What follows belongs to an exercise in optimizing a design on an open flow for small area, a short achievable clock period and few clock cycles per item; a production flow would make more cautious choices. Only simulation tests tie the RTL to the original design; equivalence was not proved. Power figures rest on the tool's default switching activity, not on a simulated workload.

File: config.mk
export PLATFORM = sky130hd
export DESIGN_NAME = iac_core
export DESIGN_NICKNAME = iac_core
export VERILOG_FILES = /design/flow/design.v
export SDC_FILE = /design/flow/constraint.sdc
export NUM_CORES = 4
export LEC_CHECK = 0
export ABC_CLOCK_PERIOD_IN_PS = 3000
export CAP_MARGIN = 20
export CORE_MARGIN = 2
export CORE_UTILIZATION = 60
export PLACE_DENSITY = 0.7
export SLEW_MARGIN = 20
File: flow/run.sh
#!/bin/bash
set -euo pipefail
bash standard.sh "BUFFER_PORTS_ARGS=-buffer_cell sky130_fd_sc_hd__buf_4" \
    SETUP_SLACK_MARGIN=6.5 finish > standard_make.log 2>&1
File: constraint.sdc
create_clock -name core_clock -period 10.0 [get_ports {clk}]
set_input_delay 2.0000 -clock core_clock [delete_from_list [all_inputs] [get_ports {clk}]]
set_output_delay 2.0000 -clock core_clock [all_outputs]
set_load 0.01 [all_outputs]
File: standard.sh
#!/bin/bash
# synth_recipe.tcl (not shown) runs the flow's synth.tcl, then flattens the netlist and writes it again
# the make line also repeats each setting of config.mk as NAME=value (left out here)
make -C /OpenROAD-flow-scripts/flow DESIGN_CONFIG=/design/flow/config.mk WORK_HOME=/design/flow/orfs CLKGATE_MAP_FILE= SYNTH_SCRIPT=/design/flow/synth_recipe.tcl "${@:-finish}"
File: design.v
module iac_core (
    input  wire        clk,
    input  wire        rst,
    input  wire        cmd_valid,
    output reg         cmd_ready,
    input  wire [31:0] cmd,
    input  wire [63:0] cursor,
    input  wire [3:0]  coil_in,
    input  wire [31:0] now_ms,
    output reg         rsp_valid,
    output reg  [1:0]  rsp_status,
    output reg  [88:0] rsp_data,
    output reg         ent_valid,
    output reg  [36:0] ent_data,
    output wire [3:0]  coil_out,
    output reg         coil_wr,
    output wire        drv_power,
    output wire        drv_moving_o,
    output wire [15:0] tick_ms
);
    localparam [31:0]  IDLE_TIMEOUT_MS = 32'd300;
    localparam [15:0]  TICK_MIN        = 16'd1;
    localparam [15:0]  TICK_MAX        = 16'd500;
    localparam [15:0]  TICK_RESET      = 16'd10;
    localparam [1:0] ST_OK = 2'b00, ST_REJ = 2'b01, ST_ILL = 2'b10;
    localparam [1:0] DIR_NONE = 2'b00, DIR_FWD = 2'b01, DIR_REV = 2'b10;
    localparam [2:0] TK_NONE = 3'd0, TK_INIT = 3'd1, TK_FWD = 3'd2, TK_REV = 3'd3,
                     TK_NULL = 3'd4, TK_SKIP = 3'd5, TK_NOPHASE = 3'd6;
    localparam [4:0] OP_DRV_ENABLE = 5'h01, OP_DRV_DISABLE = 5'h02, OP_DRV_START_CONT = 5'h03,
                     OP_DRV_START_FIXED = 5'h04, OP_DRV_STOP = 5'h05, OP_DRV_TICK = 5'h06,
                     OP_DRV_SET_INTERVAL = 5'h07, OP_DRV_SNAPSHOT = 5'h08, OP_MON_EDGE = 5'h09,
                     OP_MON_POLL_IDLE = 5'h0A, OP_MON_SNAPSHOT = 5'h0B, OP_LOG_DRAIN = 5'h0C,
                     OP_LOG_EXPORT = 5'h0D, OP_LOG_CLEAR = 5'h0E, OP_LOG_STATUS = 5'h0F,
                     OP_RESET_POSITIONS = 5'h10, OP_PT_PATTERN = 5'h11, OP_PT_CLASSIFY = 5'h12;
    function [3:0] pattern_for_phase(input [1:0] p);
        case (p)
            2'd0: pattern_for_phase = 4'b0101;
            2'd1: pattern_for_phase = 4'b0110;
            2'd2: pattern_for_phase = 4'b1010;
            default: pattern_for_phase = 4'b1001;
        endcase
    endfunction
    function [2:0] classify(input [3:0] x);
        case (x)
            4'b0000: classify = 3'b101;    
            4'b1111: classify = 3'b100;    
            4'b0101: classify = 3'b000;    
            4'b0110: classify = 3'b001;    
            4'b1010: classify = 3'b010;    
            4'b1001: classify = 3'b011;    
            default: classify = 3'b110;    
        endcase
    endfunction
    function [31:0] step32(input [31:0] x, input up);
        integer i, d;
        reg [31:0] p, pn;
        begin
            p = x ~^ {32{up}};
            for (d = 1; d < 32; d = d * 2) begin
                pn = p;
                for (i = d; i < 32; i = i + 1)
                    pn[i] = p[i] & p[i-d];
                p = pn;
            end
            step32 = x ^ {p[30:0], 1'b1};
        end
    endfunction
    function lt6(input [5:0] a, input [5:0] b);
        integer i;
        reg r, e;
        begin
            r = 1'b0; e = 1'b1;
            for (i = 5; i >= 0; i = i - 1) begin
                r = r | (e & !a[i] & b[i]);
                e = e & (a[i] ~^ b[i]);
            end
            lt6 = r;
        end
    endfunction
    function gt9(input [8:0] x, input [8:0] k);
        integer i;
        reg r, e;
        begin
            r = 1'b0; e = 1'b1;
            for (i = 8; i >= 0; i = i - 1) begin
                if (!k[i]) r = r | (e & x[i]);
                e = e & (x[i] ~^ k[i]);
            end
            gt9 = r;
        end
    endfunction
    function [31:0] sub32(input [31:0] a, input [31:0] b);
        integer i, d;
        reg [31:0] g, p, gn, pn, nb;
        begin
            nb = ~b;
            g  = a & nb;
            p  = a ^ nb;
            g[0] = g[0] | p[0];
            for (d = 1; d < 32; d = d * 2) begin
                gn = g; pn = p;
                for (i = d; i < 32; i = i + 1) begin
                    gn[i] = g[i] | (p[i] & g[i-d]);
                    pn[i] = p[i] & p[i-d];
                end
                g = gn; p = pn;
            end
            sub32 = (a ^ nb) ^ {g[30:0], 1'b1};
        end
    endfunction
    function eqp1_32(input [31:0] a, input [31:0] b);
        integer i;
        reg [31:0] x;
        reg r;
        begin
            x = a ^ b;
            r = x[0];
            for (i = 0; i < 31; i = i + 1)
                r = r & (x[i+1] ~^ (x[i] & b[i]));
            eqp1_32 = r;
        end
    endfunction
    function lt32(input [31:0] a, input [31:0] b);
        integer i, d;
        reg [31:0] l, e, ln, en;
        begin
            l = ~a & b;
            e = a ~^ b;
            for (d = 1; d < 32; d = d * 2) begin
                ln = l; en = e;
                for (i = 0; i + d < 32; i = i + 2 * d) begin
                    ln[i] = l[i+d] | (e[i+d] & l[i]);
                    en[i] = e[i+d] & e[i];
                end
                l = ln; e = en;
            end
            lt32 = l[0];
        end
    endfunction
    function eqp1_6(input [5:0] a, input [5:0] b);
        integer i;
        reg [5:0] x;
        reg r;
        begin
            x = a ^ b;
            r = x[0];
            for (i = 0; i < 5; i = i + 1)
                r = r & (x[i+1] ~^ (x[i] & b[i]));
            eqp1_6 = r;
        end
    endfunction
    function eqp1_26(input [25:0] a, input [25:0] b);
        integer i;
        reg [25:0] x;
        reg r;
        begin
            x = a ^ b;
            r = x[0];
            for (i = 0; i < 25; i = i + 1)
                r = r & (x[i+1] ~^ (x[i] & b[i]));
            eqp1_26 = r;
        end
    endfunction
    reg        drv_enabled, drv_moving;
    reg [1:0]  drv_dir, drv_phase;
    reg [23:0] drv_remaining;
    reg [31:0] drv_pos, drv_total;
    reg [15:0] drv_tick_ms;
    reg [3:0]  drv_coil_out;
    reg [3:0]  mon_raw;
    reg [31:0] mon_last_change;
    reg [31:0] mon_lc_end;          
    reg        mon_lc_wrap;         
    reg        mon_lp_valid;
    reg [1:0]  mon_lp;
    reg [31:0] mon_pos;
    reg [1:0]  mon_dir;
    wire [4:0] log_head = log_total[4:0];
    reg  [4:0] log_tail;            
    reg [5:0]  log_count;
    reg        log_ovf;
    reg [31:0] log_total, log_gen;
    reg [36:0] log_buf [0:31];
    assign coil_out     = drv_coil_out;
    assign drv_power    = drv_enabled;
    assign drv_moving_o = drv_moving;
    assign tick_ms      = drv_tick_ms;
    reg        s1_v;
    reg [4:0]  s1_op;
    reg        s1_legal;
    reg        s1_stream;           
    reg        s1_d;
    reg [23:0] s1_arg;
    reg [3:0]  s1_coil;
    reg [31:0] s1_now;
    reg [5:0]  s1_dlo;              
    reg        s1_used;             
    reg        s1_strl;             
    reg [4:0]  s1_start;            
    reg [31:0] str_ptr;             
    reg [5:0]  str_rem;             
    reg        emit2;               
    wire go = s1_v && cmd_ready;
    wire [4:0]  i_op  = cmd[31:27];
    wire        i_d   = cmd[26];
    wire [1:0]  i_rsv = cmd[25:24];
    wire [23:0] i_arg = cmd[23:0];
    reg i_legal;
    always @(*) begin
        case (i_op)
            OP_DRV_ENABLE, OP_DRV_DISABLE, OP_DRV_STOP, OP_DRV_TICK, OP_DRV_SNAPSHOT,
            OP_MON_EDGE, OP_MON_POLL_IDLE, OP_MON_SNAPSHOT, OP_LOG_DRAIN, OP_LOG_EXPORT,
            OP_LOG_CLEAR, OP_LOG_STATUS, OP_RESET_POSITIONS:
                i_legal = (i_rsv == 2'b00) && !i_d && (i_arg == 24'd0);
            OP_DRV_START_CONT:
                i_legal = (i_rsv == 2'b00) && (i_arg == 24'd0);
            OP_DRV_START_FIXED:
                i_legal = (i_rsv == 2'b00);
            OP_DRV_SET_INTERVAL:
                i_legal = (i_rsv == 2'b00) && !i_d;
            OP_PT_PATTERN:
                i_legal = (i_rsv == 2'b00) && !i_d && (i_arg[23:2] == 22'd0);
            OP_PT_CLASSIFY:
                i_legal = (i_rsv == 2'b00) && !i_d && (i_arg[23:4] == 20'd0);
            default:
                i_legal = 1'b0;
        endcase
    end
    wire i_stream = (i_op == OP_LOG_DRAIN || i_op == OP_LOG_EXPORT);
    wire [4:0]  op   = s1_op;
    wire        dbit = s1_d;
    wire [23:0] arg  = s1_arg;
    wire x_tick   = s1_legal && op == OP_DRV_TICK;
    wire x_edge   = s1_legal && op == OP_MON_EDGE;
    wire x_drain  = s1_legal && op == OP_LOG_DRAIN;
    wire [1:0]  tick_phase = (drv_dir == DIR_FWD) ? drv_phase + 2'd1 : drv_phase - 2'd1;
    wire [31:0] tick_pos   = step32(drv_pos, drv_dir == DIR_FWD);
    wire        tick_last  = (drv_remaining == 24'd1);
    wire [31:0] rem_dec    = step32({8'd0, drv_remaining}, 1'b0);
    wire [15:0] clamped_tick = (arg == 24'd0) ? TICK_MIN :
                               ((arg[23:9] != 15'd0) || gt9(arg[8:0], TICK_MAX[8:0])) ? TICK_MAX :
                               arg[15:0];
    wire [2:0]  edge_cls  = classify(s1_coil);
    wire        edge_chg  = (s1_coil != mon_raw);
    wire [1:0]  edge_d    = edge_cls[1:0] - mon_lp;
    reg  [2:0]  edge_tk;
    always @(*) begin
        if (!edge_chg)                edge_tk = TK_NONE;
        else if (edge_cls[2])         edge_tk = TK_NOPHASE;
        else if (!mon_lp_valid)       edge_tk = TK_INIT;
        else if (edge_d == 2'd1)      edge_tk = TK_FWD;
        else if (edge_d == 2'd3)      edge_tk = TK_REV;
        else if (edge_d == 2'd0)      edge_tk = TK_NULL;
        else                          edge_tk = TK_SKIP;
    end
    wire x_append = x_edge && edge_chg;
    wire [31:0] tail_p1  = step32({27'd0, log_tail}, 1'b1);
    wire [31:0] count_p1 = step32({26'd0, log_count}, 1'b1);
    wire        now_ge_lc = !lt32(s1_now, mon_last_change);
    wire        now_lt_le = lt32(s1_now, mon_lc_end);
    wire        is_idle = !(mon_lc_wrap ? (now_ge_lc || now_lt_le) : (now_ge_lc && now_lt_le));
    wire [31:0] now_end = sub32(s1_now, 32'd0 - (IDLE_TIMEOUT_MS + 32'd1));
    wire        now_wrap = (s1_now[31:9] == 23'h7FFFFF) && gt9(s1_now[8:0], 9'd210);
    wire        x_clear  = s1_legal && op == OP_LOG_CLEAR;
    wire        app_now  = go && x_append;
    wire        clr_now  = go && x_clear;
    wire [31:0] total_p1 = step32(log_total, 1'b1);
    wire        i_geq    = (cursor[63:32] == log_gen);
    wire [31:0] i_cs     = cursor[31:0];
    wire [31:0] c_dla_w  = sub32({26'd0, log_total[5:0]}, {26'd0, i_cs[5:0]});
    wire [31:0] c_dlb_w  = sub32({26'd0, total_p1[5:0]}, {26'd0, i_cs[5:0]});
    wire        c_bor    = lt6(log_total[5:0], i_cs[5:0]);
    wire        c_hza    = c_bor ? eqp1_26(log_total[31:6], i_cs[31:6])
                                 : (log_total[31:6] == i_cs[31:6]);
    wire        c_m1a    = eqp1_32(i_cs, log_total);
    wire        c_hzb    = c_m1a || (c_hza && i_cs[5:0] != total_p1[5:0]);
    wire        z_hza    = (log_total[31:6] == 26'd0);
    wire        z_hzb    = (total_p1[31:6] == 26'd0);
    wire [5:0]  cnt_b    = (log_count == 6'd32) ? log_count : count_p1[5:0];
    wire [31:0] lb_a_w   = sub32({26'd0, log_total[5:0]}, {26'd0, log_count});
    wire [31:0] lb_b_w   = sub32({26'd0, total_p1[5:0]}, {26'd0, cnt_b});
    wire [5:0]  lb_a     = lb_a_w[5:0];
    wire [5:0]  lb_b     = lb_b_w[5:0];
    wire        lw_a     = lt6(log_total[5:0], lb_a);
    wire        lw_b     = lt6(total_p1[5:0], lb_b);
    wire        gb_a     = lt6(lb_a, i_cs[5:0]);
    wire        gb_b     = lt6(lb_b, i_cs[5:0]);
    wire        le_a     = !lt6(log_total[5:0], i_cs[5:0]);
    wire        le_b     = !lt6(total_p1[5:0], i_cs[5:0]);
    wire        used_ca  = c_hza && (lw_a ? (gb_a || le_a) : (gb_a && le_a));
    wire        used_cb  = c_hzb && (lw_b ? (gb_b || le_b) : (gb_b && le_b));
    wire        used_za  = z_hza && lt6(log_total[5:0], log_count);
    wire        used_zb  = z_hzb && lt6(total_p1[5:0], cnt_b);
    wire        i_used   = !clr_now && (i_geq ? (app_now ? used_cb : used_ca)
                                              : (app_now ? used_zb : used_za));
    wire [5:0]  i_dlo    = i_geq ? (app_now ? c_dlb_w[5:0] : c_dla_w[5:0])
                                 : (app_now ? total_p1[5:0] : log_total[5:0]);
    wire [4:0]  i_start  = i_geq ? i_cs[4:0] : 5'd0;
    wire [5:0]  drain_n = s1_used ? s1_dlo : log_count;
    wire        use_d   = s1_used;
    wire [5:0]  str_n   = use_d ? s1_dlo : log_count;
    wire [31:0] start_oh = use_d ? (32'd1 << s1_start) : (32'd1 << log_tail);
    wire        new_str   = go && s1_strl;
    wire [31:0] rd_sel    = new_str ? start_oh : str_ptr;
    wire        ent_v_nx  = new_str ? (str_n != 6'd0) : (str_rem != 6'd0);
    wire [5:0]  rem_src   = new_str ? str_n : str_rem;
    wire [31:0] rem_m1    = step32({26'd0, rem_src}, 1'b0);
    wire [5:0]  rem_nx    = (rem_src != 6'd0) ? rem_m1[5:0] : 6'd0;
    wire        emit2_nx  = go && x_tick && drv_moving && tick_last;
    wire        s1_v_nx   = cmd_ready ? cmd_valid : s1_v;
    wire        s1_str_nx = cmd_ready ? i_stream : s1_stream;
    wire [5:0]  t_nx      = new_str ? str_n : str_rem;
    wire        t_le1     = (t_nx[5:1] == 5'd0);
    wire        t_eq2     = (t_nx == 6'd2);
    wire        rdy_nx    = !s1_v_nx || (!emit2_nx && (t_le1 || (t_eq2 && !s1_str_nx)));
    always @(posedge clk) begin
        if (go && x_append)
            log_buf[log_head] <= {s1_now, s1_coil, drv_moving};
    end
    reg [36:0] rd_data;
    integer ri;
    always @(*) begin
        rd_data = 37'd0;
        for (ri = 0; ri < 32; ri = ri + 1)
            rd_data = rd_data | ({37{rd_sel[ri]}} & log_buf[ri]);
    end
    always @(posedge clk) begin
        ent_data <= rd_data;
    end
    always @(posedge clk) begin
        if (cmd_ready) begin
            s1_op     <= i_op;
            s1_legal  <= i_legal;
            s1_d      <= i_d;
            s1_arg    <= i_arg;
            s1_coil   <= coil_in;
            s1_now    <= now_ms;
            s1_dlo    <= i_dlo;
            s1_used   <= i_used && i_legal && i_op == OP_LOG_DRAIN;
            s1_strl   <= i_legal && i_stream;
            s1_start  <= i_start;
        end
    end
    reg [88:0] rd_nx;
    always @(*) begin
        rd_nx = 89'd0;
        if (s1_legal) begin
            case (op)
            OP_DRV_TICK:         rd_nx[0] = drv_moving;
            OP_DRV_SET_INTERVAL: rd_nx[15:0] = clamped_tick;
            OP_DRV_SNAPSHOT:     rd_nx[85:0] = {drv_enabled, drv_moving, drv_phase, drv_pos,
                                                drv_total, drv_tick_ms, drv_dir};
            OP_MON_EDGE:         rd_nx[6:0] = {edge_chg, edge_cls, edge_tk};
            OP_MON_POLL_IDLE:    rd_nx[0] = is_idle;
            OP_MON_SNAPSHOT:     rd_nx[69:0] = {mon_raw, mon_pos, mon_dir, mon_last_change};
            OP_LOG_DRAIN:        rd_nx[88:0] = {19'd0, drain_n, log_gen, log_total};
            OP_LOG_EXPORT:       rd_nx[24:0] = {19'd0, log_count};
            OP_LOG_STATUS:       rd_nx[50:0] = {19'd0, log_count, 25'd32, log_ovf};
            OP_PT_PATTERN:       rd_nx[3:0] = pattern_for_phase(arg[1:0]);
            OP_PT_CLASSIFY:      rd_nx[2:0] = classify(arg[3:0]);
            default: ;
            endcase
        end
        if (emit2) rd_nx = 89'd1;
    end
    reg [1:0] rs_nx;
    always @(*) begin
        rs_nx = ST_OK;
        if (!s1_legal)
            rs_nx = ST_ILL;
        else if ((op == OP_DRV_START_CONT && !drv_enabled) ||
                 (op == OP_DRV_START_FIXED && (!drv_enabled || arg == 24'd0)))
            rs_nx = ST_REJ;
        if (emit2) rs_nx = ST_OK;
    end
    always @(posedge clk) begin
        rsp_data   <= rd_nx;
        rsp_status <= rs_nx;
    end
    always @(posedge clk) begin
        if (rst) begin
            cmd_ready       <= 1'b1;
            s1_v            <= 1'b0;
            s1_stream       <= 1'b0;
            rsp_valid       <= 1'b0;
            ent_valid       <= 1'b0;
            coil_wr         <= 1'b0;
            emit2           <= 1'b0;
            str_rem         <= 6'd0;
            str_ptr         <= 32'd1;
            drv_enabled     <= 1'b0;
            drv_moving      <= 1'b0;
            drv_dir         <= DIR_NONE;
            drv_phase       <= 2'd0;
            drv_remaining   <= 24'd0;
            drv_pos         <= 32'd0;
            drv_total       <= 32'd0;
            drv_tick_ms     <= TICK_RESET;
            drv_coil_out    <= 4'b0000;
            mon_raw         <= 4'b0000;
            mon_last_change <= 32'd0;
            mon_lc_end      <= IDLE_TIMEOUT_MS + 32'd1;
            mon_lc_wrap     <= 1'b0;
            mon_lp_valid    <= 1'b0;
            mon_lp          <= 2'd0;
            mon_pos         <= 32'd0;
            mon_dir         <= DIR_NONE;
            log_tail        <= 5'd0;
            log_count       <= 6'd0;
            log_ovf         <= 1'b0;
            log_total       <= 32'd0;
            log_gen         <= 32'd0;
        end else begin
            cmd_ready <= rdy_nx;
            s1_v      <= s1_v_nx;
            s1_stream <= s1_str_nx;
            ent_valid <= ent_v_nx;
            str_rem   <= rem_nx;
            str_ptr   <= {rd_sel[30:0], rd_sel[31]};
            emit2     <= emit2_nx;
            rsp_valid <= (go && !emit2_nx) || emit2;
            coil_wr   <= 1'b0;
            if (emit2) begin
                drv_coil_out <= 4'b0000;
                coil_wr      <= 1'b1;
            end
            if (go && s1_legal) begin
                case (op)
                OP_DRV_ENABLE: drv_enabled <= 1'b1;
                OP_DRV_DISABLE: begin
                    drv_enabled   <= 1'b0;
                    drv_moving    <= 1'b0;
                    drv_remaining <= 24'd0;
                    drv_coil_out  <= 4'b0000;
                    coil_wr       <= 1'b1;
                end
                OP_DRV_START_CONT: begin
                    if (drv_enabled) begin
                        drv_moving    <= 1'b1;
                        drv_remaining <= 24'd0;
                        drv_dir       <= dbit ? DIR_REV : DIR_FWD;
                    end
                end
                OP_DRV_START_FIXED: begin
                    if (drv_enabled && arg != 24'd0) begin
                        drv_moving    <= 1'b1;
                        drv_remaining <= arg;
                        drv_dir       <= dbit ? DIR_REV : DIR_FWD;
                    end
                end
                OP_DRV_STOP: begin
                    drv_moving    <= 1'b0;
                    drv_remaining <= 24'd0;
                end
                OP_DRV_TICK: begin
                    if (drv_moving) begin
                        drv_phase    <= tick_phase;
                        drv_pos      <= tick_pos;
                        drv_total    <= step32(drv_total, 1'b1);
                        drv_coil_out <= pattern_for_phase(tick_phase);
                        coil_wr      <= 1'b1;
                        if (drv_remaining != 24'd0) begin
                            drv_remaining <= rem_dec[23:0];
                            if (tick_last) begin
                                drv_moving  <= 1'b0;
                                drv_enabled <= 1'b0;
                            end
                        end
                    end
                end
                OP_DRV_SET_INTERVAL: drv_tick_ms <= clamped_tick;
                OP_MON_EDGE: begin
                    if (edge_chg) begin
                        if (log_count == 6'd32) begin
                            log_ovf  <= 1'b1;
                            log_tail <= tail_p1[4:0];
                        end
                        else
                            log_count <= count_p1[5:0];
                        log_total <= total_p1;
                        if (!edge_cls[2]) begin
                            mon_lp       <= edge_cls[1:0];
                            mon_lp_valid <= 1'b1;
                            if (edge_tk == TK_FWD) begin
                                mon_dir <= DIR_FWD;
                                mon_pos <= step32(mon_pos, 1'b1);
                            end else if (edge_tk == TK_REV) begin
                                mon_dir <= DIR_REV;
                                mon_pos <= step32(mon_pos, 1'b0);
                            end
                        end
                        mon_raw         <= s1_coil;
                        mon_last_change <= s1_now;
                        mon_lc_end      <= now_end;
                        mon_lc_wrap     <= now_wrap;
                    end
                end
                OP_MON_POLL_IDLE: begin
                    if (is_idle) mon_dir <= DIR_NONE;
                end
                OP_LOG_CLEAR: begin
                    log_count <= 6'd0;
                    log_tail  <= 5'd0;
                    log_ovf   <= 1'b0;
                    log_total <= 32'd0;
                    log_gen   <= step32(log_gen, 1'b1);
                end
                OP_RESET_POSITIONS: begin
                    drv_pos   <= 32'd0;
                    mon_pos   <= 32'd0;
                    drv_total <= 32'd0;
                end
                default: ;
                endcase
            end
        end
    end
endmodule
==> flow_summary.ini, run 1 <==
[logic_synthesis]
synth_edf_count = 1264
synth_area_mm2 = 0.0713
syn_inst = 5529
synth-seq-cells = 1730
yosys_most_used_dff = edfxtp_1
synth_cell_types = 90
synth-async-reset-ratio_pct = 0
syn_avg_cell_area_um2 = 12.9
yosys_warnings = 1
ys_seq_area_share_pct = 66.4

[clock_network]
cts_tree = done
clk_pin_slew_ns = 0.07
clk_latency_ns = 0.82
clockBufferDepth = 3
cts_htree_levels = 4
cts_root_buf = clkbuf_16
clock_sinks = 1730
cts_made_buffers = 171

[global_routing]
grt_usage_pct = 37.2
antenna_found_initial = 8
grt_pass1_wl_um = 329000
grt_max_degree = 100
grt-ovfl-total = 0
grt_pass1_vias = 48500

[flow_run]
cap_violations = 0

[floorplanning]
die_y_um = 349
core_area_mm2 = 0.118
row_count = 126
start_util_pct = 60.4
io_pins = 289
die_w_um = 349
die_area_mm2 = 0.122

[drt]
drt_first_iter_violations = 7504
route.detailed.drc = 0
drt-total-wl_um = 231000
met1_length_um = 84600
met3WireLength_um = 26600
drtPass1Iterations = 8
wl_met2_um = 108000
routed.top_layer = met5
avgRoutedWirePerCell_um = 30.7
vias = 51000
antenna_left = 0
vias_per_cell = 6.77

[placement]
io_buffers = 285
routabilityCongestion = 0.943
dp.cells = 7143
dpl.hpwl_um = 132000

[worst_hold_path]
min_from = mon_lc_end[1]
min_path_cells = 2
min_to = mon_lc_end[1]
min_path_type = register to register

[power]
ir_drop_uv = 192
p_leak_nw = 28.5
power_density_mw_per_mm2 = 190

[final_layout]
syn_to_final_growth_pct = 15.9
drive_gt1_share_pct = 15.9
fin_cells = 7533
nNetsFinal = 6152
post-route-util_pct = 70.1

[timing]
max-slew-margin-rel_pct = 30.6
worst_pin_slew_ns = 1.04
fin_skew_ns = 0.0505
fmax_ghz = 0.269
finalCritPeriodShare_pct = 37.1
final.setup.tns_ns = 0
drv_slew = 0
hold_viol_final = 0
setup_violations = 0
rsz0062_at_grt = yes
timing.final.crit_period_ns = 3.71
hold_slack_ns = 0.469

[worst_setup_path]
arrival_ns = 4.36
path_class = primary input to register
ff2ff_path_depth = 15
required_ns = 10.65
r2r_setup_slack_ns = 6.32
r2r_start = log_count[0]
rr_endpoint = s1_used
worst_setup_path_start_kind = primary input
end_kind = register
worst-path-max-fanout = 3

[run_status]
status = timing/DRC/antenna clean
## repair_timing
action	in CTS	in global routing
endpoints found under the hold margin	0	0
pin swaps	25	9
resized for setup	120	74
buffers inserted	26	34
hold buffers	0	0
endpoints found under the setup margin	1275	1181
gates cloned	3	4
## how the worst max path moves through the flow
stage / startpoint / endpoint / slack [ns] / cells past startpoint
floorplan: cursor[27] / s1_used / 6.13 / 10
global placement: rst / mon_pos[12] / 5.45 / 5
detailed placement: log_total[2] / s1_used / 5.43 / 12
CTS: log_count[0] / s1_used / 6.29 / 15
global route: log_count[0] / s1_used / 6.19 / 15
finish: cursor[24] / s1_used / 6.29 / 11
## worst max-delay path, stage by stage
cell and delay [ns]:
buf_4 0.12, inv_2 0.05, ha_4 0.21, xnor2_1 0.16
nor4_2 0.39, nand4_1 0.10, or4_1 0.54, o21ba_2 0.27
o32ai_2 0.15, a31oi_4 0.13, a211oi_2 0.24
## cells in the mapped netlist, types with 7 or more instances
master	instances	area share (%)
a32o_1	18	0.25
a22o_1	148	1.8
maj3_1	7	0.098
mux2i_1	17	0.24
xnor2_1	136	1.7
inv_1	156	0.82
nand2b_1	22	0.19
a21oi_1	250	1.8
nor4_1	65	0.57
or4_1	34	0.36
edfxtp_1	1264	53
nand4_1	138	1.2
o22ai_1	9	0.079
a31oi_1	25	0.22
or3_1	56	0.49
a21o_1	21	0.22
clkbuf_1	275	1.4
nand3b_1	13	0.14
xor2_1	148	1.8
and2_1	42	0.37
and3_1	49	0.43
a22oi_1	391	4.1
a2111oi_0	11	0.14
dfxtp_1	466	13
nor2b_1	34	0.30
nand3_1	182	1.3
ha_1	166	2.9
nor3_1	83	0.58
o21ai_0	119	0.84
a211oi_1	52	0.55
nor3_2	8	0.11
buf_1	35	0.18
o211ai_1	17	0.18
a222oi_1	38	0.53
and4_1	23	0.28
a221oi_1	136	1.7
nand2_1	307	1.6
nor2_1	403	2.1
buf_2	24	0.17
## placed cells by master (no fill, tap or decap), drive strengths merged, types with 11 or more instances in the layout
cell,synthesis,layout
a22o,148,148
or3,56,56
nor3,91,91
nor2b,34,34
a21o,21,21
and2,43,43
or2,11,11
nand3,182,183
mux2i,17,17
or4,34,34
nand4,139,139
and3,49,49
a222oi,38,38
a211oi,53,53
inv,156,161
a2111oi,11,11
nand2b,23,23
nand3b,13,13
edfxtp,1264,1264
a22oi,391,391
clkbuf,275,244
nor2,403,403
clkinvlp,0,13
a31oi,26,26
a221oi,137,137
dfxtp,466,466
clkinv,0,62
o21ai,124,124
nand2,307,307
buf,63,470
a21oi,251,251
xnor2,136,136
a32o,18,18
ha,166,166
xor2,149,149
and4,23,23
o211ai,17,17
nor4,71,71
## state kept, by name, indices dropped and copies added, names as in the netlist, 4 cells and up
register and count:
log_buf 1184, rsp_data 86, ent_data 37, drv_pos 32
drv_total 32, log_gen 32, log_total 32, mon_last_change 32
mon_lc_end 32, mon_pos 32, s1_now 32, str_ptr 32
drv_remaining 24, s1_arg 24, drv_tick_ms 16, log_count 6
s1_dlo 6, str_rem 6, log_tail 5, s1_op 5
s1_start 5, drv_coil_out 4, mon_raw 4, s1_coil 4
## power breakdown
part           total [mW]  leakage (nW)  internal [mW]  switching [mW]
combinational        1.29          10.5          0.392           0.898
clock                6.34          2.67           3.48            2.86
sequential           8.09          15.3           8.01          0.0800
## cell families (layout without fill, tap and decap cells)
kind of cell	after synthesis	count (layout)	synth area share [%]
flops	1730	1730	66.4
simple gates	1500	1501	10.6
compound gates	1322	1322	13.4
buf+inv	494	958	2.67
xor+xnor	285	285	3.51
fa+ha+maj	177	177	3.13
mux	20	20	0.286
other cells	1	4	0.00526
## metrics by stage
stage / instance area (um2) / setup slack (ns) / power (mW)
3_3_place_gp: 75600 / 5.45 / 9.37
4_1_cts: 82000 / 6.29 / 15.6
2_1_floorplan: 71800 / 6.13 / 8.87
3_5_place_dp: 75600 / 5.43 / 9.39
6_report: 82600 / 6.29 / 15.7
5_1_grt: 82600 / 6.19 / 16.1
## area by class of cell
class,count,area [um2]
Sequential cell,1730,47300
Fill cell,8129,35300
Multi-Input combinational cell,3308,23100
Clock buffer,237,4680
Timing Repair Buffer,479,4050
Tap cell,1536,1920
Clock inverter,85,881
Inverter,156,613
Timing Repair inverter,1,5.00
Antenna cell,1,2.50
## layer usage
layer	track usage, %	vias to the layer above
met3	6.77	605
met4	16.2	6
met5	0	-
met1	49.7	25100
li1	-	22000
met2	60.1	3380
Testbench counts, summed over its fixed seeds: cycles 32,015, commands 24,000.
==> inputs of run 2 (changes only) <==
==> flow/run.sh (replaced) <==
#!/bin/bash
# The standard layout (the standard flow's constraints and clock period) with:
#  - plain buf_4 port buffers instead of the delay buffers buffer_ports
#    picks by default,
#  - clock tree sinks clustered in somewhat larger groups and no dummy loads.
set -euo pipefail
bash standard.sh "BUFFER_PORTS_ARGS=-buffer_cell sky130_fd_sc_hd__buf_4" \
    "CTS_ARGS=-sink_clustering_enable -repair_clock_nets -dont_use_dummy_load -sink_clustering_size 20 -sink_clustering_max_diameter 60" \
    SETUP_SLACK_MARGIN=6.5 finish > standard_make.log 2>&1
==> flow_summary.ini, run 2 <==
[run_status]
status = timing/DRC/antenna clean

[clock_network]
cts_made_buffers = 131
clk_latency_ns = 0.77
clk_pin_slew_ns = 0.06
cts_root_buf = clkbuf_16
clock_sinks = 1730
clockBufferDepth = 3
cts_htree_levels = 4
cts_tree = done

[timing]
max-slew-margin-rel_pct = 29.5
worst_pin_slew_ns = 1.06
fin_skew_ns = 0.0760
setup_violations = 0
drv_slew = 0
finalCritPeriodShare_pct = 37.1
hold_viol_final = 0
rsz0062_at_grt = yes
timing.final.crit_period_ns = 3.71
fmax_ghz = 0.270
final.setup.tns_ns = 0

[floorplanning]
die_w_um = 349
die_area_mm2 = 0.122
die_y_um = 349
io_pins = 289
start_util_pct = 60.4
row_count = 126
core_area_mm2 = 0.118

[final_layout]
syn_to_final_growth_pct = 13.0
top_regs = log_buf x1184, rsp_data x86, ent_data x37
layout_commonest_cell = edfxtp_1
drive_gt1_share_pct = 14.5
multi_input_area_mm2 = 0.0233
max_flop_register = log_buf
fillCellCount = 8348
final_cell_mix = edfxtp_1 (1264), dfxtp_1 (453), buf_4 (411)
nNetsFinal = 6112
largest_register_ff_count = 1184
ff_latch_area_mm2 = 0.0473
final_cell_area_mm2 = 0.0805

[logic_synthesis]
synth_fa_ha_area_share_pct = 3.13
yosys_most_used_dff = edfxtp_1
synth_edf_count = 1264
ys_top_cells_by_count = edfxtp_1 (1264), dfxtp_1 (466), nor2_1 (403)
synth_compound_area_share_pct = 13.4
synth_area_mm2 = 0.0713
syn_inst = 5529
syn_avg_cell_area_um2 = 12.9
synthSimpleGateAreaFrac_pct = 10.6
synth_area_leaders = edfxtp_1 (53%), dfxtp_1 (13%), a22oi_1 (4.1%)
ys_seq_area_share_pct = 66.4
synth_top_cell_by_area = edfxtp_1
synth_top_family_by_area = compound AO/OA/AOI/OAI gates
yosysTopAreaCellShare_pct = 53.3
synth_mux_area_share_pct = 0.286
synth-seq-cells = 1730
yosys_warnings = 1
synth-xor-area-share_pct = 3.51
yosysMostFrequentCell = edfxtp_1
synth_cell_types = 90
synth-async-reset-ratio_pct = 0

[drt]
vias_per_cell = 6.86
avgRoutedWirePerCell_um = 31.2
drt-total-wl_um = 229000
antenna_left = 0
vias = 50400
drt_first_iter_violations = 7223
route.detailed.drc = 0
drtPass1Iterations = 9

[placement]
routabilityCongestion = 0.943
dpl-instance-area_mm2 = 0.0756
dpl.hpwl_um = 132000
io_buffers = 285

[worst_hold_path]
min_path_type = register to register
min_path_cells = 2
min_from = mon_lc_end[9]
min_to = mon_lc_end[9]

[worst_setup_path]
cpLargestDelayFamily = simple AND/OR/NAND/NOR gates
r2r_start = log_count[2]
cpPeakStageDelay_ns = 0.48
path_class = primary input to register
r2r_setup_slack_ns = 6.32
arrival_ns = 4.24
required_ns = 10.54
rr_endpoint = s1_used
crit_chain = buf_4 -> inv_1 -> ha_4 -> xnor2_1 -> nor4_2 -> nand4_1 -> or4_4 -> o21ba_2 -> o32ai_2 -> a31oi_4 -> a211oi_2
startpoint = cursor[10]
slowest_stage = or4_4
ff2ff_path_depth = 12
path_buf_inv = 2
worst_setup_path_start_kind = primary input
worst-path-max-fanout = 3
end_kind = register

[global_routing]
antenna_found_initial = 9
grt_usage_pct = 37.0
grt-ovfl-total = 0
grt_pass1_vias = 47900
grt_pass1_wl_um = 327000
grt_max_degree = 100

[power]
p_leak_nw = 27.5
pwr-share-comb_pct = 9.2
pwr-share-clk_pct = 33.0
ir_drop_uv = 192
seqPwrFrac_pct = 57.8
swShare_pct = 23.5
p_int_mw = 10.7
power_density_mw_per_mm2 = 174
switchingPower_mw = 3.28

[flow_run]
cap_violations = 0
-- run 2: tightest hold or removal path, stage by stage (launching register included) --
cell and delay [ns]:
dfxtp_1 0.31, nand2_1 0.05, a21oi_1 0.05
-- run 2: what timing repair did --
item                                    4_1_cts  5_1_grt
pin swaps                                    25       23
buffers inserted                             28       33
resized for setup                           137       84
hold buffers                                  0        0
endpoints found under the setup margin     1276     1188
cloned                                        3        3
-- run 2: cell type report --
type / count / area share (%)
tap: 1536 / 2.39
clock buffer: 131 / 4.07
antenna: 3 / 0.00932
multi-input combinational: 3308 / 28.9
inverter: 156 / 0.757
timing repair buffer: 480 / 5.10
sequential: 1730 / 58.8
-- run 2: stage by stage --
step | utilization, % | instances | hold WS [ns] | worst slack (ns) | power [mW]
after floorplan | - | 5531 | 0.432 | 6.13 | 8.87
after global placement | 64.1 | 7143 | 0.449 | 5.45 | 9.37
after detailed placement | 64.1 | 7143 | 0.458 | 5.43 | 9.39
after CTS | 67.7 | 7305 | 0.465 | 6.23 | 13.9
after global routing | 68.3 | 7341 | 0.476 | 6.22 | 14.3
final | 68.3 | 7344 | 0.468 | 6.29 | 14.0
-- run 2: cell families after synthesis --
logic type / Yosys count
multiplexers: 20
AO/OA/AOI/OAI: 1322
buffers and inverters: 494
other: 1
XOR/XNOR: 285
flip-flops: 1730
AND/OR/NAND/NOR: 1500
adder cells (fa/ha/maj): 177
-- run 2: power groups by stage --
stage | logic, mW | registers [mW] | clock network, mW
floorplan | 0.494 | 8.38 | 0
global route | 1.36 | 8.09 | 4.87
CTS | 1.22 | 8.09 | 4.63
finish | 1.29 | 8.08 | 4.61
global placement | 1.10 | 8.27 | 0
detailed placement | 1.11 | 8.28 | 0
-- run 2: how the worst max path moves through the flow --
stage | endpoint | slack (ns) | cells after the start
finish | s1_used | 6.29 | 11
global route | s1_used | 6.22 | 15
CTS | s1_used | 6.23 | 15
detailed placement | s1_used | 5.43 | 12
global placement | mon_pos[12] | 5.45 | 5
floorplan | s1_used | 6.13 | 10
-- run 2: layer usage --
layer / routed length [um] / GRT usage, % / up-vias
li1: - / - / 21700
met5: 43 / 0 / -
met2: 106000 / 59.5 / 3208
met3: 25800 / 7.02 / 606
met1: 84000 / 49.3 / 24800
met4: 12700 / 16.8 / 6
==> inputs of run 3 (changes only) <==
--- a/config.mk
+++ b/config.mk
@@ -8,6 +8,6 @@
 export ABC_CLOCK_PERIOD_IN_PS = 3000
 export CAP_MARGIN = 20
 export CORE_MARGIN = 2
-export CORE_UTILIZATION = 60
-export PLACE_DENSITY = 0.7
+export CORE_UTILIZATION = 55
+export PLACE_DENSITY = 0.65
 export SLEW_MARGIN = 20
==> flow_summary.ini, run 3 <==
[final_layout]
ff_latch_area_mm2 = 0.0473
fillCellCount = 9968
syn_to_final_growth_pct = 13.1
nNetsFinal = 6101
layout_commonest_cell = edfxtp_1
drive_gt1_share_pct = 14.2
final_cell_mix = edfxtp_1 (1264), dfxtp_1 (452), buf_4 (401)
final_cell_area_mm2 = 0.0806
max_flop_register = log_buf
top_regs = log_buf x1184, rsp_data x86, ent_data x37
multi_input_area_mm2 = 0.0231
largest_register_ff_count = 1184

[clock_network]
cts_root_buf = clkbuf_16
clock_sinks = 1730
cts_tree = done
clk_pin_slew_ns = 0.06
cts_made_buffers = 131
clockBufferDepth = 3
cts.hold.buffers_added = 0
clk_latency_ns = 0.80
cts_htree_levels = 4

[drt]
vias_per_cell = 6.62
drtPass1Iterations = 8
drt-total-wl_um = 233000
antenna_left = 0
drt_first_iter_violations = 6496
avgRoutedWirePerCell_um = 30.9
route.detailed.drc = 0
vias = 49900

[worst_setup_path]
arrival_ns = 4.28
path_buf_inv = 2
required_ns = 10.54
cpPeakStageDelay_ns = 0.35
end_kind = register
path_class = primary input to register
cpLargestDelayFamily = compound AO/OA/AOI/OAI gates
crit_chain = buf_4 -> inv_1 -> ha_1 -> xor2_2 -> nand4_1 -> nor4_2 -> nand3_1 -> o32ai_2 -> a31oi_4 -> a211oi_1
slowest_stage = ha_1
worst_setup_path_start_kind = primary input
worst-path-max-fanout = 5

[placement]
dpl.hpwl_um = 134000
dpl-instance-area_mm2 = 0.0758
io_buffers = 285
post-place-ws_ns = 5.25
routabilityCongestion = 0.918

[floorplanning]
io_pins = 289
die_w_um = 364
row_count = 132
core_area_mm2 = 0.129
die_area_mm2 = 0.132
die_y_um = 364
start_util_pct = 55.2

[logic_synthesis]
synth_area_mm2 = 0.0713
synth_edf_count = 1264
synth-async-reset-ratio_pct = 0
yosys_warnings = 1
syn_inst = 5529
yosysMostFrequentCell = edfxtp_1
synth-seq-cells = 1730
synth_area_leaders = edfxtp_1 (53%), dfxtp_1 (13%), a22oi_1 (4.1%)
syn_avg_cell_area_um2 = 12.9
yosysTopAreaCellShare_pct = 53.3
synth_cell_types = 90
ys_seq_area_share_pct = 66.4
synth_top_cell_by_area = edfxtp_1
ys_top_cells_by_count = edfxtp_1 (1264), dfxtp_1 (466), nor2_1 (403)
yosys_most_used_dff = edfxtp_1

[timing]
hold_viol_final = 0
rsz0062_at_grt = yes
fin_skew_ns = 0.0931
worst_pin_slew_ns = 1.00
final.setup.tns_ns = 0
timing.final.crit_period_ns = 3.74
finalCritPeriodShare_pct = 37.4
max-slew-margin-rel_pct = 32.8
fmax_ghz = 0.267
drv_slew = 0
setup_slack_ns = 6.26
setup_violations = 0

[power]
seqPwrFrac_pct = 57.7
p_int_mw = 10.7
swShare_pct = 23.6
pwr-share-comb_pct = 9.1
pwr-share-clk_pct = 33.2
switchingPower_mw = 3.30
ir_drop_uv = 187
power_density_mw_per_mm2 = 174
p_leak_nw = 27.4

[global_routing]
grt_max_degree = 91
met3_usage_pct = 6.05
grt_usage_pct = 34.8
top_usage_layer = met2
grt_pass1_vias = 47500
grt_pass1_wl_um = 332000
grt-ovfl-total = 0
grt_use_met2_pct = 56.9
use_met1_pct = 45.9
antenna_found_initial = 7

[run_status]
status = timing/DRC/antenna clean

[worst_hold_path]
min_path_type = register to register

[flow_run]
cap_violations = 0
-- run 3: cell type report --
class,count,area share [%]
clock buffer,131,4.07
timing repair inverter,1,0.00621
tap,1742,2.70
inverter,156,0.761
timing repair buffer,469,5.07
multi-input combinational,3307,28.7
antenna,7,0.0217
sequential,1730,58.7
-- run 3: power by group through the flow --
stage	Sequential, mW	Clock (mW)	Combinational (mW)
floorplan	8.38	0	0.494
global placement	8.27	0	1.10
detailed placement	8.27	0	1.12
CTS	8.08	4.67	1.22
global route	8.09	4.92	1.35
finish	8.08	4.64	1.27
-- run 3: cells by family (layout without fill, tap and decap cells) --
family	after synthesis	count (layout)	synth area share, %
XOR/XNOR	285	285	3.51
adder cells (fa/ha/maj)	177	177	3.13
other	1	10	0.00526
AND/OR/NAND/NOR	1500	1500	10.6
buffers and inverters	494	757	2.67
AO/OA/AOI/OAI	1322	1322	13.4
flip-flops	1730	1730	66.4
multiplexers	20	20	0.286
-- run 3: timing repair --
| action | CTS | global route |
|---|---|---|
| setup endpoints to repair | 1471 | 1189 |
| buffers inserted | 32 | 18 |
| resized for setup | 138 | 68 |
| hold endpoints to repair | 0 | 0 |
| pin swaps | 27 | 15 |
| gates cloned | 4 | 4 |
-- run 3: routing by layer --
metal / vias up / routed length [um]
met5: - / 24
met4: 4 / 11500
met3: 506 / 23600
met2: 2911 / 110000
met1: 24800 / 87800
li1: 21700 / -
-- run 3: stage by stage --
step / hold slack (ns) / util (%) / cells / power [mW]
4_1_cts: 0.463 / 62.1 / 7514 / 14.0
3_3_place_gp: 0.443 / 58.8 / 7347 / 9.37
6_report: 0.464 / 62.5 / 7543 / 14.0
3_5_place_dp: 0.454 / 58.8 / 7347 / 9.39
2_1_floorplan: 0.432 / - / 5531 / 8.87
5_1_grt: 0.506 / 62.5 / 7539 / 14.4
-- run 3: path summary, 6_finish.rpt --
check                from          to  slack (ns)  cells after the start
max             cursor[2]     s1_used        6.26                     10
min                  s1_d  drv_dir[0]        0.46                      1
max reg2reg  log_total[0]     s1_used        6.32                     12
min reg2reg          s1_d  drv_dir[0]        0.46                      1
==> inputs of run 4 (changes only) <==
--- a/flow/run.sh
+++ b/flow/run.sh
@@ -6,4 +6,4 @@
 set -euo pipefail
 bash standard.sh "BUFFER_PORTS_ARGS=-buffer_cell sky130_fd_sc_hd__buf_4" \
     "CTS_ARGS=-sink_clustering_enable -repair_clock_nets -dont_use_dummy_load -sink_clustering_size 20 -sink_clustering_max_diameter 60" \
-    SETUP_SLACK_MARGIN=6.5 finish > standard_make.log 2>&1
+    SETUP_SLACK_MARGIN=6.75 finish > standard_make.log 2>&1
--- a/config.mk
+++ b/config.mk
@@ -8,6 +8,6 @@
 export ABC_CLOCK_PERIOD_IN_PS = 3000
 export CAP_MARGIN = 20
 export CORE_MARGIN = 2
-export CORE_UTILIZATION = 55
-export PLACE_DENSITY = 0.65
+export CORE_UTILIZATION = 60
+export PLACE_DENSITY = 0.7
 export SLEW_MARGIN = 20
==> flow_summary.ini, run 4 <==
[power]
pwr-share-clk_pct = 32.9
swShare_pct = 23.5
seqPwrFrac_pct = 57.7
switchingPower_mw = 3.29
power_density_mw_per_mm2 = 172
p_int_mw = 10.7
ir_drop_uv = 175
p_leak_nw = 27.9
pwr-share-comb_pct = 9.4
p_total_mw = 14.0

[floorplanning]
die_area_mm2 = 0.122
io_pins = 289
core_area_mm2 = 0.118
start_util_pct = 60.4
row_count = 126
die_w_um = 349
die_y_um = 349

[logic_synthesis]
synth_edf_count = 1264
synth-async-reset-ratio_pct = 0
synth_area_leaders = edfxtp_1 (53%), dfxtp_1 (13%), a22oi_1 (4.1%)
synth_area_mm2 = 0.0713
synth_top_cell_by_area = edfxtp_1
synth-seq-cells = 1730
yosys_most_used_dff = edfxtp_1
yosysTopAreaCellShare_pct = 53.3
ys_top_cells_by_count = edfxtp_1 (1264), dfxtp_1 (466), nor2_1 (403)
yosys_warnings = 1
yosysMostFrequentCell = edfxtp_1
syn_avg_cell_area_um2 = 12.9
synth_cell_types = 90
ys_seq_area_share_pct = 66.4
syn_inst = 5529

[placement]
io_buffers = 285
dpl.hpwl_um = 132000
routabilityCongestion = 0.972
dpl-instance-area_mm2 = 0.0757

[worst_setup_path]
worst-path-max-fanout = 3
required_ns = 10.52
r2r_start = log_count[0]
end_kind = register
ff2ff_path_depth = 18
path_class = primary input to register
worst_setup_path_start_kind = primary input
rr_endpoint = s1_used
arrival_ns = 4.26
r2r_setup_slack_ns = 6.28

[timing]
timing.final.crit_period_ns = 3.73
fin_skew_ns = 0.0758
max-slew-margin-rel_pct = 35.1
rsz0062_at_grt = yes
final.setup.tns_ns = 0
worst_pin_slew_ns = 0.970
finalCritPeriodShare_pct = 37.3
hold_viol_final = 0
drv_slew = 0
fmax_ghz = 0.268
setup_violations = 0

[final_layout]
layout_commonest_cell = edfxtp_1
max_flop_register = log_buf
drive_gt1_share_pct = 16.2
final_cell_area_mm2 = 0.0816
post-route-util_pct = 69.2
largest_register_ff_count = 1184
final_cell_mix = edfxtp_1 (1264), dfxtp_1 (423), buf_4 (397)
nNetsFinal = 6149
top_regs = log_buf x1184, rsp_data x86, ent_data x37
syn_to_final_growth_pct = 14.5

[drt]
vias_per_cell = 6.88
drt-total-wl_um = 231000
avgRoutedWirePerCell_um = 31.4
antenna_left = 0
route.detailed.drc = 0
drtPass1Iterations = 8
drt_first_iter_violations = 7463
vias = 50800

[clock_network]
cts_made_buffers = 131
cts_tree = done
clk_latency_ns = 0.76
cts_htree_levels = 4
clk_pin_slew_ns = 0.06
cts_root_buf = clkbuf_16
clock_sinks = 1730
clockBufferDepth = 3

[worst_hold_path]
min_path_cells = 2
min_to = mon_lc_end[1]
min_from = mon_lc_end[1]
min_path_type = register to register

[global_routing]
grt_pass1_vias = 48400
grt-ovfl-total = 0
grt_max_degree = 82
grt_usage_pct = 37.4
grt_pass1_wl_um = 330000
antenna_found_initial = 8

[flow_run]
cap_violations = 0

[run_status]
status = timing/DRC/antenna clean
==> run 4: cell types whose count changed in the layout (fill, tap and decap cells not counted), sizes merged <==
cell,previous run,this run
buf,461,503
diode,7,3
clkinvlp,3,6
inv,154,151
a22o,148,150
clkbuf,135,137
or2,11,13
bufbuf,4,3
nand3,182,183
==> run 4: cell families (layout without fill, tap and decap cells) <==
kind of cell,count (synthesis),after routing,share of synthesized area [%]
adder cells (fa/ha/maj),177,177,3.13
AND/OR/NAND/NOR,1500,1503,10.6
buffers and inverters,494,800,2.67
AO/OA/AOI/OAI,1322,1324,13.4
XOR/XNOR,285,285,3.51
other,1,6,0.00526
multiplexers,20,20,0.286
flip-flops,1730,1730,66.4
==> run 4: per-layer routing <==
layer	vias up	GRT usage (%)	routed length [um]
li1	21800	-	-
met1	25000	49.6	83700
met2	3307	59.1	107000
met3	659	7.12	26400
met4	2	19.2	14100
met5	-	0	11
==> run 4: repair_timing <==
action / in CTS / in global routing
endpoints found under the setup margin: 1445 / 1233
pin swaps: 34 / 28
gates resized for setup: 259 / 147
setup buffers: 56 / 37
gates cloned: 6 / 6
hold buffers: 0 / 0
==> run 4: critical path, stage by stage <==
cell and delay (ns):
buf_4 0.10, inv_1 0.04, ha_1 0.33, xor2_1 0.30
nand4_1 0.14, or4_4 0.56, o21ba_2 0.24, o32ai_2 0.17
a31oi_4 0.13, a211oi_2 0.24
==> run 4: layout make-up <==
type	count	area [um2]
multi-input cells	3312	23600
flip-flops and latches	1730	47400
well taps	1536	1920
repair inverters	1	5.00
repair buffers	512	4740
inverters	156	624
fillers	8235	36400
diodes	3	7.51
clock buffers	131	3280
==> run 4: worst max path at each step <==
stage | endpoint | depth (start not counted) | startpoint | slack (ns)
finish | s1_used | 10 | cursor[9] | 6.27
global route | s1_used | 18 | log_count[0] | 6.20
CTS | s1_used | 15 | log_count[0] | 6.26
detailed placement | s1_used | 12 | log_total[3] | 5.46
global placement | s1_used | 15 | log_total[1] | 5.50
floorplan | s1_used | 10 | cursor[27] | 6.13
==> run 4: stage by stage <==
step	instances	setup WS (ns)	hold slack, ns
floorplan	5531	6.13	0.432
global placement	7142	5.50	0.438
detailed placement	7142	5.46	0.460
CTS	7335	6.26	0.468
global route	7379	6.20	0.502
finish	7381	6.27	0.468
==> run 4: power groups by stage <==
stage	Sequential (mW)	Clock [mW]	Combinational [mW]
floorplan	8.38	0	0.496
global placement	8.28	0	1.09
detailed placement	8.29	0	1.11
CTS	8.09	4.63	1.25
global route	8.09	4.87	1.39
finish	8.09	4.61	1.32

-- static timing again, ports no longer ideal --
The flow's constraints put no driver on any port. The routed layouts listed below were extracted and timed again, unchanged, in two steps. Step 1: set_driving_cell puts a clkbuf_16 on clk and a buf_2 on each other input, an assumption about the parent block. Step 2 times the ports against the registers' clock, not the clock port: input delays grow and output delays shrink by t, the midpoint of the rising clock arrivals with the driver on. Three values: ideal, step 1, step 2; two values: the first two.
run | t (ns) | slack for setup (ns) | hold slack, ns | worst setup path at the end | cell pins on the clock port's net
run 1 | 0.869 | 6.286 / 6.324 / 5.466 | 0.469 / 0.469 / 0.469 | input to register | 1
run 2 | 0.809 | 6.292 / 6.325 / 5.537 | 0.468 / 0.468 / 0.468 | input to register | 1
run 3 | 0.832 | 6.257 / 6.269 / 5.437 | 0.464 / 0.464 / 0.464 | input to register | 1
run 4 | 0.806 | 6.267 / 6.281 / 5.514 | 0.468 / 0.468 / 0.468 | input to register | 1
After both steps setup and hold are still met in every run listed.
